This design comes from an exercise in tuning for a short achievable clock period on the open sky130 flow, not from production work.
Power figures rest on the tool's default switching activity, not on a simulated workload.

==> trial 44 <==
==> flow/design.v <==
module s6afb_sub32 (
    input  wire [31:0] a,
    input  wire [31:0] b,
    output wire [31:0] d
);
    wire [31:0] nb = ~b;
    wire [31:0] p0 = a ^ nb;
    wire [31:0] g0 = {a[31:1] & nb[31:1], a[0] | nb[0]};
    wire [31:0] g1, p1, g2, p2, g3, p3, g4, p4, g5;
    assign g1 = g0 | (p0 & {g0[30:0], 1'b0});
    assign p1 = p0 & {p0[30:0], 1'b1};
    assign g2 = g1 | (p1 & {g1[29:0], 2'b0});
    assign p2 = p1 & {p1[29:0], 2'b11};
    assign g3 = g2 | (p2 & {g2[27:0], 4'b0});
    assign p3 = p2 & {p2[27:0], 4'hF};
    assign g4 = g3 | (p3 & {g3[23:0], 8'b0});
    assign p4 = p3 & {p3[23:0], 8'hFF};
    assign g5 = g4 | (p4 & {g4[15:0], 16'b0});
    assign d = p0 ^ {g5[30:0], 1'b1};
endmodule
module s6afb_rx (
    input  wire        clk,
    input  wire        init,         
    input  wire        rx_take,      
    input  wire [7:0]  rx_data,
    input  wire [31:0] tick,
    input  wire        wd_restart,   
    output wire        frame_valid,
    output reg  [15:0] acc_x,
    output reg  [15:0] acc_y,
    output reg  [15:0] acc_z,
    output reg  [15:0] gyro_x,
    output reg  [15:0] gyro_y,
    output reg  [15:0] gyro_z,
    output reg  [15:0] angle_x,
    output reg  [15:0] angle_y,
    output reg  [15:0] angle_z,
    output reg  [15:0] mag_x,
    output reg  [15:0] mag_y,
    output reg  [15:0] mag_z,
    output reg  [15:0] temp,
    output reg  [15:0] volt,
    output reg  [15:0] version,
    output reg  [31:0] last_frame_ts,
    output reg  [31:0] angle_period,
    output reg  [87:0] echo           
);
    localparam [7:0] SYNC       = 8'h55;
    localparam [7:0] TYPE_ACC   = 8'h51;
    localparam [7:0] TYPE_GYRO  = 8'h52;
    localparam [7:0] TYPE_ANGLE = 8'h53;
    localparam [7:0] TYPE_MAG   = 8'h54;
    localparam [7:0] TYPE_ECHO  = 8'h5F;
    reg [10:0] cur;
    reg [7:0]  b1, b2, b3, b4, b5, b6, b7, b8, b9;
    reg [7:0]  sum_lo, sum_last;
    reg [7:0]  sum_x, sum_g, sum_o;
    reg [31:0] ats_a, ats_b;
    reg        ats_sel;
    wire [31:0] angle_ts = ats_sel ? ats_b : ats_a;
    wire [7:0] cin = {sum_g[6:0] | (sum_o[6:0] & ~rx_data[6:0]), 1'b0};
    wire       sum_ok = ((sum_x ^ rx_data) == cin);
    wire [7:0] sum_next = cur[0] ? 8'd0 : sum_lo + sum_last;
    wire accept = rx_take && !(cur[0] && (rx_data != SYNC));
    assign frame_valid = rx_take && cur[10] && sum_ok;
    wire t_acc   = (b1 == TYPE_ACC);
    wire t_gyro  = (b1 == TYPE_GYRO);
    wire t_angle = (b1 == TYPE_ANGLE);
    wire t_mag   = (b1 == TYPE_MAG);
    wire t_echo  = (b1 == TYPE_ECHO);
    wire up_acc   = frame_valid && t_acc;
    wire up_gyro  = frame_valid && t_gyro;
    wire up_angle = frame_valid && t_angle;
    wire up_mag   = frame_valid && t_mag;
    wire up_echo  = frame_valid && t_echo;
    wire [15:0] f0 = {b3, b2};
    wire [15:0] f1 = {b5, b4};
    wire [15:0] f2 = {b7, b6};
    wire [15:0] f3 = {b9, b8};
    wire [31:0] period;
    s6afb_sub32 u_period (.a(tick), .b(angle_ts), .d(period));
    always @(posedge clk) begin
        if (cur[1]) b1 <= rx_data;
        if (cur[2]) b2 <= rx_data;
        if (cur[3]) b3 <= rx_data;
        if (cur[4]) b4 <= rx_data;
        if (cur[5]) b5 <= rx_data;
        if (cur[6]) b6 <= rx_data;
        if (cur[7]) b7 <= rx_data;
        if (cur[8]) b8 <= rx_data;
        if (cur[9]) b9 <= rx_data;
        if (accept) begin
            sum_lo   <= sum_next;
            sum_last <= rx_data;
            sum_x    <= sum_next ^ rx_data;
            sum_g    <= sum_next & rx_data;
            sum_o    <= sum_next | rx_data;
        end
        if (ats_sel)
            ats_a <= tick;
        else
            ats_b <= tick;
        if (init || wd_restart)
            cur <= 11'd1;
        else if (accept)
            cur <= {cur[9:0], cur[10]};
        if (init) begin
            ats_a         <= 32'd0;
            ats_sel       <= 1'b0;
            acc_x         <= 16'd0;
            acc_y         <= 16'd0;
            acc_z         <= 16'd0;
            gyro_x        <= 16'd0;
            gyro_y        <= 16'd0;
            gyro_z        <= 16'd0;
            angle_x       <= 16'd0;
            angle_y       <= 16'd0;
            angle_z       <= 16'd0;
            mag_x         <= 16'd0;
            mag_y         <= 16'd0;
            mag_z         <= 16'd0;
            temp          <= 16'd0;
            volt          <= 16'd0;
            version       <= 16'd0;
            last_frame_ts <= 32'd0;
            angle_period  <= 32'd0;
            echo          <= 88'd0;
        end else begin
            if (frame_valid)
                last_frame_ts <= tick;
            if (up_acc) begin
                acc_x <= f0;
                acc_y <= f1;
                acc_z <= f2;
            end
            if (up_acc || up_mag)
                temp <= f3;
            if (up_gyro) begin
                gyro_x <= f0;
                gyro_y <= f1;
                gyro_z <= f2;
                volt   <= f3;
            end
            if (up_angle) begin
                angle_x      <= f0;
                angle_y      <= f1;
                angle_z      <= f2;
                version      <= f3;
                angle_period <= period;
                ats_sel      <= !ats_sel;
            end
            if (up_mag) begin
                mag_x <= f0;
                mag_y <= f1;
                mag_z <= f2;
            end
            if (up_echo)
                echo <= {SYNC, b1, b2, b3, b4, b5, b6, b7, b8, b9, rx_data};
        end
    end
endmodule
module s6afb_tx (
    input  wire        clk,
    input  wire        init,
    input  wire        issue_stb,
    input  wire [7:0]  issue_reg,
    input  wire [15:0] issue_val,
    input  wire        drive_stb,
    input  wire [31:0] tick,
    output reg         issue_busy,   
    output reg         tx_stb,       
    output reg  [39:0] tx_data       
);
    localparam [39:0] UNLOCK_FRAME = 40'hFF_AA_69_88_B5;
    function [64:0] pack(input [31:0] t, input [6:0] k);
        pack = {t[31:7], t[31:7] + 25'd1, t[6:0], {1'b0, t[6:0]} + {1'b0, k}};
    endfunction
    reg st_idle, st_up, st_us, st_cs;
    reg [23:0] cmd;        
    reg [64:0] ts_unlock;  
    reg [64:0] ts_cmd;     
    wire early;
    s6afb_win u_w_gap (.now(tick), .ts(st_us ? ts_unlock : ts_cmd), .win(early));
    wire gap_done = !early;
    wire [64:0] p9 = pack(tick, 7'd9);
    always @(posedge clk) begin
        if (st_idle)
            cmd <= {issue_reg, issue_val[7:0], issue_val[15:8]};
        if (st_up)
            ts_unlock <= p9;
        if (st_us)
            ts_cmd <= p9;
        tx_data <= st_up ? UNLOCK_FRAME : {16'hFF_AA, cmd};
        if (init) begin
            st_idle    <= 1'b1;
            st_up      <= 1'b0;
            st_us      <= 1'b0;
            st_cs      <= 1'b0;
            issue_busy <= 1'b0;
            tx_stb     <= 1'b0;
        end else begin
            issue_busy <= issue_stb && !st_idle;
            tx_stb     <= drive_stb && (st_up || (st_us && gap_done));
            if (issue_stb && st_idle) begin
                st_idle <= 1'b0;
                st_up   <= 1'b1;
            end
            if (drive_stb) begin
                if (st_up) begin
                    st_up <= 1'b0;
                    st_us <= 1'b1;
                end
                if (st_us && gap_done) begin
                    st_us <= 1'b0;
                    st_cs <= 1'b1;
                end
                if (st_cs && gap_done) begin
                    st_cs   <= 1'b0;
                    st_idle <= 1'b1;
                end
            end
        end
    end
endmodule
module s6afb_win (
    input  wire [31:0] now,
    input  wire [64:0] ts,       
    output wire        win
);
    wire [24:0] hi   = ts[64:40];
    wire [24:0] hi1  = ts[39:15];
    wire [6:0]  lo   = ts[14:8];
    wire [7:0]  lok  = ts[7:0];
    wire eq0  = (now[31:7] == hi);
    wire eq1  = (now[31:7] == hi1);
    wire ge   = (now[6:0] >= lo);
    wire le   = (now[6:0] <= lok[6:0]);
    assign win = (eq0 && ge && (lok[7] || le)) || (eq1 && lok[7] && le);
endmodule
module s6afb_wd (
    input  wire        clk,
    input  wire        init,
    input  wire        wd_stb,
    input  wire [31:0] tick,
    input  wire        frame_valid,    
    output wire        restart
);
    function [64:0] pack(input [31:0] t, input [6:0] k);
        pack = {t[31:7], t[31:7] + 25'd1, t[6:0], {1'b0, t[6:0]} + {1'b0, k}};
    endfunction
    localparam [64:0] PACK0_100 = {25'd0, 25'd1, 7'd0, 8'd100};
    localparam [64:0] PACK0_99  = {25'd0, 25'd1, 7'd0, 8'd99};
    reg [64:0] lf_a, lf_b, rs_a, rs_b;
    reg        lf_sel, rs_sel;    
    wire fresh_frame, fresh_restart;
    s6afb_win u_w_frame   (.now(tick), .ts(lf_sel ? lf_b : lf_a), .win(fresh_frame));
    s6afb_win u_w_restart (.now(tick), .ts(rs_sel ? rs_b : rs_a), .win(fresh_restart));
    assign restart = wd_stb && !fresh_frame && !fresh_restart;
    wire [64:0] p100 = pack(tick, 7'd100);
    wire [64:0] p99  = pack(tick, 7'd99);
    always @(posedge clk) begin
        if (init) begin
            lf_a   <= PACK0_100;
            rs_a   <= PACK0_99;
            lf_sel <= 1'b0;
            rs_sel <= 1'b0;
        end else begin
            if (lf_sel) lf_a <= p100;
            if (rs_sel) rs_a <= p99;
            if (frame_valid) lf_sel <= !lf_sel;
            if (restart)     rs_sel <= !rs_sel;
        end
        if (!lf_sel) lf_b <= p100;
        if (!rs_sel) rs_b <= p99;
    end
endmodule
module s6afb (
    input  wire        clk,
    input  wire [31:0] tick,
    input  wire        init_stb,
    input  wire [3:0]  init_tag,
    input  wire        rx_stb,
    input  wire [3:0]  rx_tag,
    input  wire [7:0]  rx_data,
    input  wire        issue_stb,
    input  wire [7:0]  issue_reg,
    input  wire [15:0] issue_val,
    input  wire        drive_stb,
    input  wire        wd_stb,
    output wire        issue_busy,
    output reg         rx_arm,
    output wire        tx_stb,
    output wire [39:0] tx_data,
    output wire [15:0] acc_x,
    output wire [15:0] acc_y,
    output wire [15:0] acc_z,
    output wire [15:0] gyro_x,
    output wire [15:0] gyro_y,
    output wire [15:0] gyro_z,
    output wire [15:0] angle_x,
    output wire [15:0] angle_y,
    output wire [15:0] angle_z,
    output wire [15:0] mag_x,
    output wire [15:0] mag_y,
    output wire [15:0] mag_z,
    output wire [15:0] temp,
    output wire [15:0] volt,
    output wire [15:0] version,
    output wire [31:0] last_frame_ts,
    output wire [31:0] angle_period,
    output wire [87:0] echo
);
    reg  [3:0] cfg_tag;
    wire       rx_take = rx_stb && (rx_tag == cfg_tag);
    wire       wd_restart;
    wire       frame_valid;
    always @(posedge clk) begin
        if (init_stb)
            cfg_tag <= init_tag;
        rx_arm <= init_stb || rx_take || wd_restart;
    end
    s6afb_rx u_rx (
        .clk           (clk),
        .init          (init_stb),
        .rx_take       (rx_take),
        .rx_data       (rx_data),
        .tick          (tick),
        .wd_restart    (wd_restart),
        .frame_valid   (frame_valid),
        .acc_x         (acc_x),
        .acc_y         (acc_y),
        .acc_z         (acc_z),
        .gyro_x        (gyro_x),
        .gyro_y        (gyro_y),
        .gyro_z        (gyro_z),
        .angle_x       (angle_x),
        .angle_y       (angle_y),
        .angle_z       (angle_z),
        .mag_x         (mag_x),
        .mag_y         (mag_y),
        .mag_z         (mag_z),
        .temp          (temp),
        .volt          (volt),
        .version       (version),
        .last_frame_ts (last_frame_ts),
        .angle_period  (angle_period),
        .echo          (echo)
    );
    s6afb_tx u_tx (
        .clk        (clk),
        .init       (init_stb),
        .issue_stb  (issue_stb),
        .issue_reg  (issue_reg),
        .issue_val  (issue_val),
        .drive_stb  (drive_stb),
        .tick       (tick),
        .issue_busy (issue_busy),
        .tx_stb     (tx_stb),
        .tx_data    (tx_data)
    );
    s6afb_wd u_wd (
        .clk           (clk),
        .init          (init_stb),
        .wd_stb        (wd_stb),
        .tick          (tick),
        .frame_valid   (frame_valid),
        .restart       (wd_restart)
    );
endmodule
==> flow/flow/run.sh <==
#!/bin/bash
# The standard layout, with the port buffers made as plain buffers
# (buf_4) instead of the smallest buffer the library offers.
bash standard.sh "BUFFER_PORTS_ARGS=-buffer_cell sky130_fd_sc_hd__buf_4" finish > standard.log 2>&1
==> flow/standard.sh <==
#!/bin/bash
# synth_recipe.tcl (not shown) runs the flow's synth.tcl, then flattens the netlist and writes it again
# the make line also repeats each setting of config.mk as NAME=value (left out here)
make -C /OpenROAD-flow-scripts/flow DESIGN_CONFIG=/design/flow/config.mk WORK_HOME=/design/flow/orfs CLKGATE_MAP_FILE= SYNTH_SCRIPT=/design/flow/synth_recipe.tcl "${@:-finish}"
==> flow/config.mk <==
export PLATFORM = sky130hd
export DESIGN_NAME = s6afb
export DESIGN_NICKNAME = s6afb
export VERILOG_FILES = /design/flow/design.v
export SDC_FILE = /design/flow/constraint.sdc
export NUM_CORES = 4
export LEC_CHECK = 0
export ABC_CLOCK_PERIOD_IN_PS = 1500
export CAP_MARGIN = 20
export CORE_MARGIN = 2
export CORE_UTILIZATION = 40
export SETUP_SLACK_MARGIN = 3.5
export SLEW_MARGIN = 20
export TNS_END_PERCENT = 100
==> flow/constraint.sdc <==
create_clock -name core_clock -period 6.5 [get_ports {clk}]
set_input_delay 1.3000 -clock core_clock [delete_from_list [all_inputs] [get_ports {clk}]]
set_output_delay 1.3000 -clock core_clock [all_outputs]
set_load 0.01 [all_outputs]
==> build 83 (differences from trial 44) <==
--- a/flow/design.v
+++ b/flow/design.v
@@ -1,23 +1,3 @@
-module s6afb_sub32 (
-    input  wire [31:0] a,
-    input  wire [31:0] b,
-    output wire [31:0] d
-);
-    wire [31:0] nb = ~b;
-    wire [31:0] p0 = a ^ nb;
-    wire [31:0] g0 = {a[31:1] & nb[31:1], a[0] | nb[0]};
-    wire [31:0] g1, p1, g2, p2, g3, p3, g4, p4, g5;
-    assign g1 = g0 | (p0 & {g0[30:0], 1'b0});
-    assign p1 = p0 & {p0[30:0], 1'b1};
-    assign g2 = g1 | (p1 & {g1[29:0], 2'b0});
-    assign p2 = p1 & {p1[29:0], 2'b11};
-    assign g3 = g2 | (p2 & {g2[27:0], 4'b0});
-    assign p3 = p2 & {p2[27:0], 4'hF};
-    assign g4 = g3 | (p3 & {g3[23:0], 8'b0});
-    assign p4 = p3 & {p3[23:0], 8'hFF};
-    assign g5 = g4 | (p4 & {g4[15:0], 16'b0});
-    assign d = p0 ^ {g5[30:0], 1'b1};
-endmodule
 module s6afb_rx (
     input  wire        clk,
     input  wire        init,         
@@ -25,7 +5,6 @@
     input  wire [7:0]  rx_data,
     input  wire [31:0] tick,
     input  wire        wd_restart,   
-    output wire        frame_valid,
     output reg  [15:0] acc_x,
     output reg  [15:0] acc_y,
     output reg  [15:0] acc_z,
@@ -54,15 +33,12 @@
     reg [10:0] cur;
     reg [7:0]  b1, b2, b3, b4, b5, b6, b7, b8, b9;
     reg [7:0]  sum_lo, sum_last;
-    reg [7:0]  sum_x, sum_g, sum_o;
     reg [31:0] ats_a, ats_b;
     reg        ats_sel;
     wire [31:0] angle_ts = ats_sel ? ats_b : ats_a;
-    wire [7:0] cin = {sum_g[6:0] | (sum_o[6:0] & ~rx_data[6:0]), 1'b0};
-    wire       sum_ok = ((sum_x ^ rx_data) == cin);
-    wire [7:0] sum_next = cur[0] ? 8'd0 : sum_lo + sum_last;
-    wire accept = rx_take && !(cur[0] && (rx_data != SYNC));
-    assign frame_valid = rx_take && cur[10] && sum_ok;
+    wire [7:0]  sum      = sum_lo + sum_last;
+    wire accept      = rx_take && !(cur[0] && (rx_data != SYNC));
+    wire frame_valid = rx_take && cur[10] && (sum == rx_data);
     wire t_acc   = (b1 == TYPE_ACC);
     wire t_gyro  = (b1 == TYPE_GYRO);
     wire t_angle = (b1 == TYPE_ANGLE);
@@ -77,8 +53,6 @@
     wire [15:0] f1 = {b5, b4};
     wire [15:0] f2 = {b7, b6};
     wire [15:0] f3 = {b9, b8};
-    wire [31:0] period;
-    s6afb_sub32 u_period (.a(tick), .b(angle_ts), .d(period));
     always @(posedge clk) begin
         if (cur[1]) b1 <= rx_data;
         if (cur[2]) b2 <= rx_data;
@@ -90,11 +64,8 @@
         if (cur[8]) b8 <= rx_data;
         if (cur[9]) b9 <= rx_data;
         if (accept) begin
-            sum_lo   <= sum_next;
+            sum_lo   <= cur[0] ? 8'd0 : sum;
             sum_last <= rx_data;
-            sum_x    <= sum_next ^ rx_data;
-            sum_g    <= sum_next & rx_data;
-            sum_o    <= sum_next | rx_data;
         end
         if (ats_sel)
             ats_a <= tick;
@@ -146,7 +117,7 @@
                 angle_y      <= f1;
                 angle_z      <= f2;
                 version      <= f3;
-                angle_period <= period;
+                angle_period <= tick - angle_ts;
                 ats_sel      <= !ats_sel;
             end
             if (up_mag) begin
@@ -172,24 +143,21 @@
     output reg  [39:0] tx_data       
 );
     localparam [39:0] UNLOCK_FRAME = 40'hFF_AA_69_88_B5;
-    function [64:0] pack(input [31:0] t, input [6:0] k);
-        pack = {t[31:7], t[31:7] + 25'd1, t[6:0], {1'b0, t[6:0]} + {1'b0, k}};
-    endfunction
     reg st_idle, st_up, st_us, st_cs;
     reg [23:0] cmd;        
-    reg [64:0] ts_unlock;  
-    reg [64:0] ts_cmd;     
-    wire early;
-    s6afb_win u_w_gap (.now(tick), .ts(st_us ? ts_unlock : ts_cmd), .win(early));
-    wire gap_done = !early;
-    wire [64:0] p9 = pack(tick, 7'd9);
+    reg [31:0] ts_unlock;  
+    reg [31:0] ts_cmd;     
+    wire [31:0] ts = st_us ? ts_unlock : ts_cmd;
+    wire        early;
+    s6afb_win #(.K(7'd9)) u_w_gap (.now(tick), .base(ts), .win(early));
+    wire        gap_done = !early;
     always @(posedge clk) begin
         if (st_idle)
             cmd <= {issue_reg, issue_val[7:0], issue_val[15:8]};
         if (st_up)
-            ts_unlock <= p9;
+            ts_unlock <= tick;
         if (st_us)
-            ts_cmd <= p9;
+            ts_cmd <= tick;
         tx_data <= st_up ? UNLOCK_FRAME : {16'hFF_AA, cmd};
         if (init) begin
             st_idle    <= 1'b1;
@@ -222,56 +190,47 @@
         end
     end
 endmodule
-module s6afb_win (
+module s6afb_win #(
+    parameter [6:0] K = 7'd100
+) (
     input  wire [31:0] now,
-    input  wire [64:0] ts,       
+    input  wire [31:0] base,
     output wire        win
 );
-    wire [24:0] hi   = ts[64:40];
-    wire [24:0] hi1  = ts[39:15];
-    wire [6:0]  lo   = ts[14:8];
-    wire [7:0]  lok  = ts[7:0];
-    wire eq0  = (now[31:7] == hi);
-    wire eq1  = (now[31:7] == hi1);
-    wire ge   = (now[6:0] >= lo);
-    wire le   = (now[6:0] <= lok[6:0]);
-    assign win = (eq0 && ge && (lok[7] || le)) || (eq1 && lok[7] && le);
+    wire [7:0]  lo   = {1'b0, now[6:0]} - {1'b0, base[6:0]};
+    wire        brw  = lo[7];
+    wire [24:0] hi1  = base[31:7] + 25'd1;
+    wire        eq0  = (now[31:7] == base[31:7]);
+    wire        eq1  = (now[31:7] == hi1);
+    assign win = (lo[6:0] <= K) && (brw ? eq1 : eq0);
 endmodule
 module s6afb_wd (
     input  wire        clk,
     input  wire        init,
     input  wire        wd_stb,
     input  wire [31:0] tick,
-    input  wire        frame_valid,    
+    input  wire [31:0] last_frame_ts,
     output wire        restart
 );
-    function [64:0] pack(input [31:0] t, input [6:0] k);
-        pack = {t[31:7], t[31:7] + 25'd1, t[6:0], {1'b0, t[6:0]} + {1'b0, k}};
-    endfunction
-    localparam [64:0] PACK0_100 = {25'd0, 25'd1, 7'd0, 8'd100};
-    localparam [64:0] PACK0_99  = {25'd0, 25'd1, 7'd0, 8'd99};
-    reg [64:0] lf_a, lf_b, rs_a, rs_b;
-    reg        lf_sel, rs_sel;    
-    wire fresh_frame, fresh_restart;
-    s6afb_win u_w_frame   (.now(tick), .ts(lf_sel ? lf_b : lf_a), .win(fresh_frame));
-    s6afb_win u_w_restart (.now(tick), .ts(rs_sel ? rs_b : rs_a), .win(fresh_restart));
+    reg [31:0] ts_a, ts_b;
+    reg        sel;      
+    wire [31:0] wd_restart_ts = sel ? ts_b : ts_a;
+    wire        fresh_frame, fresh_restart;
+    s6afb_win #(.K(7'd100)) u_w_frame   (.now(tick), .base(last_frame_ts), .win(fresh_frame));
+    s6afb_win #(.K(7'd99))  u_w_restart (.now(tick), .base(wd_restart_ts), .win(fresh_restart));
     assign restart = wd_stb && !fresh_frame && !fresh_restart;
-    wire [64:0] p100 = pack(tick, 7'd100);
-    wire [64:0] p99  = pack(tick, 7'd99);
     always @(posedge clk) begin
         if (init) begin
-            lf_a   <= PACK0_100;
-            rs_a   <= PACK0_99;
-            lf_sel <= 1'b0;
-            rs_sel <= 1'b0;
+            ts_a <= 32'd0;
+            sel  <= 1'b0;
         end else begin
-            if (lf_sel) lf_a <= p100;
-            if (rs_sel) rs_a <= p99;
-            if (frame_valid) lf_sel <= !lf_sel;
-            if (restart)     rs_sel <= !rs_sel;
+            if (sel)
+                ts_a <= tick;
+            if (restart)
+                sel <= !sel;
         end
-        if (!lf_sel) lf_b <= p100;
-        if (!rs_sel) rs_b <= p99;
+        if (!sel)
+            ts_b <= tick;
     end
 endmodule
 module s6afb (
@@ -313,7 +272,6 @@
     reg  [3:0] cfg_tag;
     wire       rx_take = rx_stb && (rx_tag == cfg_tag);
     wire       wd_restart;
-    wire       frame_valid;
     always @(posedge clk) begin
         if (init_stb)
             cfg_tag <= init_tag;
@@ -326,7 +284,6 @@
         .rx_data       (rx_data),
         .tick          (tick),
         .wd_restart    (wd_restart),
-        .frame_valid   (frame_valid),
         .acc_x         (acc_x),
         .acc_y         (acc_y),
         .acc_z         (acc_z),
@@ -363,7 +320,7 @@
         .init          (init_stb),
         .wd_stb        (wd_stb),
         .tick          (tick),
-        .frame_valid   (frame_valid),
+        .last_frame_ts (last_frame_ts),
         .restart       (wd_restart)
     );
 endmodule
==> flow/run.sh (new file) <==
#!/bin/bash
# synth_recipe.tcl (not shown) runs the flow's synth.tcl, then flattens the netlist and writes it again
# the make line also repeats each setting of config.mk as NAME=value (left out here)
make -C /OpenROAD-flow-scripts/flow DESIGN_CONFIG=/design/flow/config.mk WORK_HOME=/design/flow/orfs CLKGATE_MAP_FILE= SYNTH_SCRIPT=/design/flow/synth_recipe.tcl finish
==> flow/config.mk (replaced) <==
export PLATFORM = sky130hd
export DESIGN_NAME = s6afb
export DESIGN_NICKNAME = s6afb
export VERILOG_FILES = /design/flow/design.v
export SDC_FILE = /design/flow/constraint.sdc
export NUM_CORES = 4
export LEC_CHECK = 0
export CAP_MARGIN = 20
export CORE_MARGIN = 2
export CORE_UTILIZATION = 40
export SETUP_SLACK_MARGIN = 4.2
export SLEW_MARGIN = 20
export TNS_END_PERCENT = 100
removed: flow/flow/run.sh
removed: flow/standard.sh
==> results.tsv <==
metric	value	unit
XOR/XNOR Fraction of Synth Area	5.15	%
Lkg Pwr	20.9	nW
bufs w/o clock	733	
CP most frequent cell	or4_4	
post-synthesis compound-gate area fraction	10.9	%
CTS Sinks	1018	
run status	complete, no violations	
CTS buffer count	108	
minimum hold slack	0.416	ns
Psw	3.30	mW
# the run above: trial 44

==> results.tsv <==
metric	value	unit
run status	complete, no violations	
setup violators final	0	
multi-input combinational area share	33.8	%
post-synthesis compound-gate area fraction	12.8	%
Lkg Pwr	19.3	nW
XOR/XNOR Fraction of Synth Area	4.10	%
CTS buffer count	82	
Psw	2.62	mW
Largest Register	u_rx.echo	
Hold Crit Depth	1	
minimum hold slack	0.420	ns
# the run above: build 83

No functional check of the RTL was part of any run of this note.

[afterwards: timing with drivers on the ports]
Ports are ideal in the flow. The routed layouts listed here were re-timed in OpenROAD.
Step 1 (the two cells are an assumption about what drives the block):
set clk [get_ports {clk}]
set_driving_cell -lib_cell sky130_fd_sc_hd__clkbuf_16 $clk
set_driving_cell -lib_cell sky130_fd_sc_hd__buf_2 [delete_from_list [all_inputs] $clk]
Step 2, shift: input delay + t, output delay - t, t = (earliest + latest rising clock arrival at the registers) / 2. This alone moves slack from input paths to output paths.
a / b / c = ideal / step 1 / step 2; a / b = the first two.
run	t, ns	setup WS [ns]	latest minus earliest clock arrival (ns)	slew at the worst register clock pin (ns)	worst data-port slew with drivers (ns)
trial 44	0.784	2.875 / 2.817 / 2.033	0.052 / 0.052	0.07 / 0.07	0.14
build 83	0.722	2.747 / 2.785 / 2.063	0.068 / 0.069	0.08 / 0.08	0.07
After both steps every run listed still meets setup and hold. For trial 44, which loses most, drivers alone change the setup slack by -0.058 ns; drivers and shift together by -0.842 ns.
